Background: an optimization exercise with open tools, aiming at small area, a short achievable clock period and few clock cycles per item. Do not read the settings as production practice. In this exercise RTL edits were held to simulation tests only and were not proved equivalent to the original. Power is estimated from default activity; no workload was simulated.

==> sierra <==
==> flow/design.v (excerpt) <==
module tnt2_permutator (
    input  wire         clk,
    input  wire         rst,           
    input  wire         cmd_valid,
    input  wire [1:0]   cmd,           
    input  wire [5:0]   len,           
    input  wire [255:0] din,           
    input  wire [63:0]  idx,           
    input  wire [2:0]   ncyc,          
    input  wire [35:0]  cyc_lens,      
    input  wire         tbl_we,        
    input  wire [7:0]   tbl_addr,
    input  wire [7:0]   tbl_data,
    output wire         ready,
    output reg          resp_valid,
    output reg  [3:0]   status,
    output reg  [255:0] dout
);
clock: 12.0 ns
lec_check: 0
cap_margin: 20
core_margin: 2
core_utilization: 30
place_density: 0.4
slew_margin: 20
run.sh (not shown) runs the stock make flow with config.mk's settings and CLKGATE_MAP_FILE= SYNTH_SCRIPT=/design/flow/synth_recipe.tcl, a recipe that flattens the netlist after the stock synthesis.
==> nickel (differences from sierra) <==
--- a/flow/design.v
+++ b/flow/design.v
@@ -19,29 +19,28 @@
     localparam integer P  = 8;             
     localparam integer LP = 3;             
     localparam integer W  = 256 / P;       
     localparam integer LW = 8 - LP;        
     localparam integer SB = 2;             
     localparam integer QW = 64;            
     localparam [1:0] CMD_NEW = 2'd0, CMD_APPLYF = 2'd1, CMD_APPLYI = 2'd2, CMD_SEEK = 2'd3;
     localparam [3:0] ST_OK = 4'd0, ST_CONFIG = 4'd2, ST_ILLEGAL = 4'd4;
-    localparam [11:0] S_IDLE = 12'b000000000001,
-                     S_LENS = 12'b000000000010,   
-                     S_RUN  = 12'b000000000100,   
-                     S_CHK  = 12'b000000001000,   
-                     S_DIV  = 12'b000000010000,   
-                     S_TW   = 12'b000000100000,   
-                     S_DRN  = 12'b000001000000,   
-                     S_LEN2 = 12'b000010000000,   
-                     S_SET  = 12'b000100000000,   
-                     S_RSP  = 12'b001000000000,   
-                     S_WT   = 12'b010000000000,   
-                     S_NRM  = 12'b100000000000;   
-    reg [11:0] state;
+    localparam [10:0] S_IDLE = 11'b00000000001,
+                     S_LENS = 11'b00000000010,   
+                     S_RUN  = 11'b00000000100,   
+                     S_CHK  = 11'b00000001000,   
+                     S_DIV  = 11'b00000010000,   
+                     S_TW   = 11'b00000100000,   
+                     S_DRN  = 11'b00001000000,   
+                     S_LEN2 = 11'b00010000000,   
+                     S_SET  = 11'b00100000000,   
+                     S_RSP  = 11'b01000000000,   
+                     S_WT   = 11'b10000000000;   
+    reg [10:0] state;
     assign ready = state[0];
     reg [2047:0] ring;                     
     reg [7:0]    base;                     
     reg [7:0]    bnx;                      
     reg [7:0]    bn2;                      
     reg [8:0]  clen  [0:3];                
     reg [10:0] m3    [0:3];                
     reg [8:0]  cstart[0:3];                
@@ -236,16 +235,18 @@
             bnx    <= P;
             bn2    <= 2 * P;
         end else begin
             base <= bnx;
             bnx  <= bn2;
             bn2  <= bn2 + P;
             case (state)
             S_IDLE: begin
+                blk  <= din;
+                dout <= din;
                 if (tbl_we) begin
                     wa     <= tbl_addr;
                     wd     <= tbl_data;
                     loaded <= 1'b0;
                     state  <= S_TW;
                 end
                 if (cmd_valid) begin
                     cnt    <= {LW{1'b0}};
@@ -273,21 +274,33 @@
                             state  <= S_RUN;
                         end
                     end
                     CMD_SEEK: begin
                         if (!loaded) begin
                             status     <= ST_ILLEGAL;
                             resp_valid <= 1'b1;
                         end else begin
-                            quot <= idx;
+                            if (idx[63:16] == 48'd0) begin
+                                quot <= {idx[15:0], 48'd0};
+                                dcnt <= 6'd8;
+                            end else if (idx[63:32] == 32'd0) begin
+                                quot <= {idx[31:0], 32'd0};
+                                dcnt <= 6'd16;
+                            end else if (idx[63:48] == 16'd0) begin
+                                quot <= {idx[47:0], 16'd0};
+                                dcnt <= 6'd24;
+                            end else begin
+                                quot <= idx;
+                                dcnt <= 6'd32;
+                            end
                             for (c = 0; c < 4; c = c + 1)
                                 rem[c] <= 9'd0;
                             status <= ST_OK;
-                            state  <= S_NRM;
+                            state  <= S_DIV;
                         end
                     end
                     endcase
                 end
             end
             S_LENS: begin
                 lens_ok_r <= lens_ok;
                 clen[0]   <= use_len0;
@@ -312,24 +325,29 @@
                     state  <= S_RUN;
                 end else begin
                     status     <= ST_CONFIG;
                     resp_valid <= 1'b1;
                     state      <= S_IDLE;
                 end
             end
             S_RUN: begin
+                if (cnt == 1)
+                    dout <= hits;
+                else if (wen)
+                    dout <= dout | hits;
                 cnt  <= cnt + 1'b1;
                 if (cnt == W - 2 && !op_new)
                     for (c = 0; c < 4; c = c + 1)
                         ccur[c] <= cur_adv[c];
                 if (cnt == W - 1)
                     state <= S_DRN;
             end
             S_DRN: begin
+                dout <= dout | hits;
                 if (op_new) begin
                     state <= S_CHK;
                 end else begin
                     resp_valid <= 1'b1;
                     state      <= S_IDLE;
                 end
             end
             S_CHK: begin
@@ -337,31 +355,16 @@
                     loaded <= 1'b1;
                     status <= ST_OK;
                 end else begin
                     status <= ST_CONFIG;
                 end
                 resp_valid <= 1'b1;
                 state      <= S_IDLE;
             end
-            S_NRM: begin
-                if (quot[63:16] == 48'd0) begin
-                    quot <= {quot[15:0], 48'd0};
-                    dcnt <= 6'd8;
-                end else if (quot[63:32] == 32'd0) begin
-                    quot <= {quot[31:0], 32'd0};
-                    dcnt <= 6'd16;
-                end else if (quot[63:48] == 16'd0) begin
-                    quot <= {quot[47:0], 16'd0};
-                    dcnt <= 6'd24;
-                end else begin
-                    dcnt <= 6'd32;
-                end
-                state <= S_DIV;
-            end
             S_DIV: begin
                 quot <= quot << SB;
                 for (c = 0; c < 4; c = c + 1)
                     rem[c] <= rem_n[c];
                 dcnt <= dcnt - 6'd1;
                 if (dcnt == 6'd1)
                     state <= S_SET;
             end
@@ -380,28 +383,15 @@
             S_TW: begin
                 if (ins)
                     state <= S_IDLE;
             end
             default: state <= S_IDLE;
             endcase
         end
     end
-    reg c_first, c_acc;
-    always @(posedge clk) begin
-        c_first <= state[2] && cnt == 0;
-        c_acc   <= state[2] && cnt != 0;
-        if (state[0])
-            blk <= din;
-        if (state[0])
-            dout <= din;
-        else if (c_first)
-            dout <= hits;
-        else if (c_acc)
-            dout <= dout | hits;
-    end
     always @(posedge clk) begin
         if (rst)
             wen <= 1'b0;
         else
             wen <= state[2];
     end
 endmodule
==> amber (differences from sierra) <==
--- a/flow/design.v
+++ b/flow/design.v
@@ -58,17 +58,16 @@
     reg [8*P-1:0] WA;                      
     reg [8*P-1:0] D;                       
     reg [8*P-1:0] WAr;                     
     reg [P-1:0]   Vr;                      
     reg           wen;                     
     reg [QW-1:0]  quot;
     reg [8:0]   rem [0:3];
     reg [5:0]   dcnt;
-    reg         lens_ok_r;
     reg [7:0]   wa, wd;
     reg [2:0]   n_ncyc;
     reg [35:0]  n_lens;
     integer k, c, b;
     function automatic ge9(input [8:0] a, input [8:0] bb);
         reg [8:0] gt, eq;
         reg g, e;
         integer q;
@@ -195,22 +194,23 @@
     wire [8:0] in_len1 = n_lens[17:9];
     wire [8:0] in_len2 = n_lens[26:18];
     wire [8:0] in_len3 = n_lens[35:27];
     wire [8:0] use_len0 = in_len0;
     wire [8:0] use_len1 = (n_ncyc >= 3'd2) ? in_len1 : 9'd0;
     wire [8:0] use_len2 = (n_ncyc >= 3'd3) ? in_len2 : 9'd0;
     wire [8:0] use_len3 = (n_ncyc >= 3'd4) ? in_len3 : 9'd0;
     wire [10:0] len_sum = {2'b0, use_len0} + {2'b0, use_len1} + {2'b0, use_len2} + {2'b0, use_len3};
-    wire lens_ok = (n_ncyc >= 3'd1) && (n_ncyc <= 3'd4) &&
+    wire lens_nz = (n_ncyc >= 3'd1) && (n_ncyc <= 3'd4) &&
                    (in_len0 != 9'd0) &&
                    (n_ncyc < 3'd2 || in_len1 != 9'd0) &&
                    (n_ncyc < 3'd3 || in_len2 != 9'd0) &&
-                   (n_ncyc < 3'd4 || in_len3 != 9'd0) &&
-                   (len_sum == 11'd256);
+                   (n_ncyc < 3'd4 || in_len3 != 9'd0);
+    reg        lens_nz_r;
+    reg [10:0] len_sum_r;
     wire [8:0] st1 = use_len0;
     wire [8:0] st2 = use_len0 + use_len1;
     wire [8:0] st3 = use_len0 + use_len1 + use_len2;
     reg [7:0] cur_adv [0:3];
     always @(*) begin
         for (c = 0; c < 4; c = c + 1)
             cur_adv[c] = (clen[c] == 9'd0 || {1'b0, ccur[c]} + 9'd1 == clen[c]) ? 8'd0 : ccur[c] + 8'd1;
     end
@@ -284,17 +284,18 @@
                             status <= ST_OK;
                             state  <= S_NRM;
                         end
                     end
                     endcase
                 end
             end
             S_LENS: begin
-                lens_ok_r <= lens_ok;
+                lens_nz_r <= lens_nz;
+                len_sum_r <= len_sum;
                 clen[0]   <= use_len0;
                 clen[1]   <= use_len1;
                 clen[2]   <= use_len2;
                 clen[3]   <= use_len3;
                 m3[0]     <= {2'b0, use_len0} + {1'b0, use_len0, 1'b0};
                 m3[1]     <= {2'b0, use_len1} + {1'b0, use_len1, 1'b0};
                 m3[2]     <= {2'b0, use_len2} + {1'b0, use_len2, 1'b0};
                 m3[3]     <= {2'b0, use_len3} + {1'b0, use_len3, 1'b0};
@@ -302,17 +303,17 @@
                 cstart[1] <= (use_len1 != 9'd0) ? st1 : 9'd256;
                 cstart[2] <= (use_len2 != 9'd0) ? st2 : 9'd256;
                 cstart[3] <= (use_len3 != 9'd0) ? st3 : 9'd256;
                 for (c = 0; c < 4; c = c + 1)
                     ccur[c] <= 8'd0;
                 state     <= S_LEN2;
             end
             S_LEN2: begin
-                if (lens_ok_r) begin
+                if (lens_nz_r && len_sum_r == 11'd256) begin
                     op_new <= 1'b1;
                     state  <= S_RUN;
                 end else begin
                     status     <= ST_CONFIG;
                     resp_valid <= 1'b1;
                     state      <= S_IDLE;
                 end
             end
CTS_CLUSTER_SIZE = 40   (was unset)
==> run summary <==
quantity	nickel	sierra	amber
Status	complete, no violations	complete, no violations	complete, no violations
Clock buffers created by TritonCTS	348	352	354
Power dissipated in the clock network	0.0108 W	0.0114 W	0.0112 W
Final estimated routing congestion in global placement	1.01	1.04	1.09
Multi-input combinational cell area	0.0553 sq mm	0.0563 sq mm	0.0559 sq mm
Multi-input gate share of total cell area	35.0%	35.2%	34.9%
Met1 track demand over resource in global routing	34.4%	41.8%	43.3%
Sequential cell area	0.0732 sq mm	0.0733 sq mm	0.0736 sq mm
NumNets Final	13200	13100	13100
Met1 Routed Length	271000 microns	325000 microns	334000 microns
Area share of the largest cell type after synthesis	35.0%	35.0%	34.9%
Max IR drop VDD	119 uV	137 uV	153 uV
Antenna diode instance count	63	202	168
Number of multi-input combinational cells in the layout	7585	7453	7467
Core outline area	0.463 sq mm	0.463 sq mm	0.464 sq mm
Slew @ Worst Pin	1.38 ns	1.43 ns	1.39 ns
Width of the die	685 microns	685 microns	686 microns
Cell with the biggest individual delay on the critical path	sky130_fd_sc_hd__buf_4	sky130_fd_sc_hd__clkdlybuf4s50_1	sky130_fd_sc_hd__edfxtp_1
Met2 layer wire length in the routed design	321000 microns	361000 microns	363000 microns
Worst Setup End Kind	flip-flop	output port	output port
Sequential share of cell area	46.3%	45.7%	46.0%
Testbench counts of sierra, summed over its fixed seeds: cycles 16,992, items 448.
Testbench counts of nickel, summed over its fixed seeds: cycles 16,928, items 448.
Testbench counts of amber, summed over its fixed seeds: cycles 16,992, items 448.

[what the ideal ports hide]
In the flow no input, the clock included, has a driving cell. The finished layouts below were timed again as built, in two steps.
Step 1 assumes that a clkbuf_16 drives the clock port and a buf_2 every other input.
Step 2 also shifts input and output timing later by t, the mid clock arrival at the registers, as if the neighbouring blocks saw the same clock.
Three values: ideal, step 1, step 2; two values: the first two.
run	t (ns)	slack for setup (ns)	latest minus earliest clock arrival (ns)	worst slew at a driven data input, ns	pins driven straight from the clock port
sierra	1.100	7.030 / 6.902 / 6.675	0.119 / 0.119	0.10	1
nickel	1.081	6.804 / 6.804 / 5.998	0.083 / 0.082	0.18	1
amber	1.101	7.142 / 7.011 / 6.546	0.124 / 0.125	0.25	1
After both steps setup and hold are still met in every run listed. For nickel, which loses most, drivers alone change the setup slack by 0.000 ns; drivers and shift together by -0.806 ns.
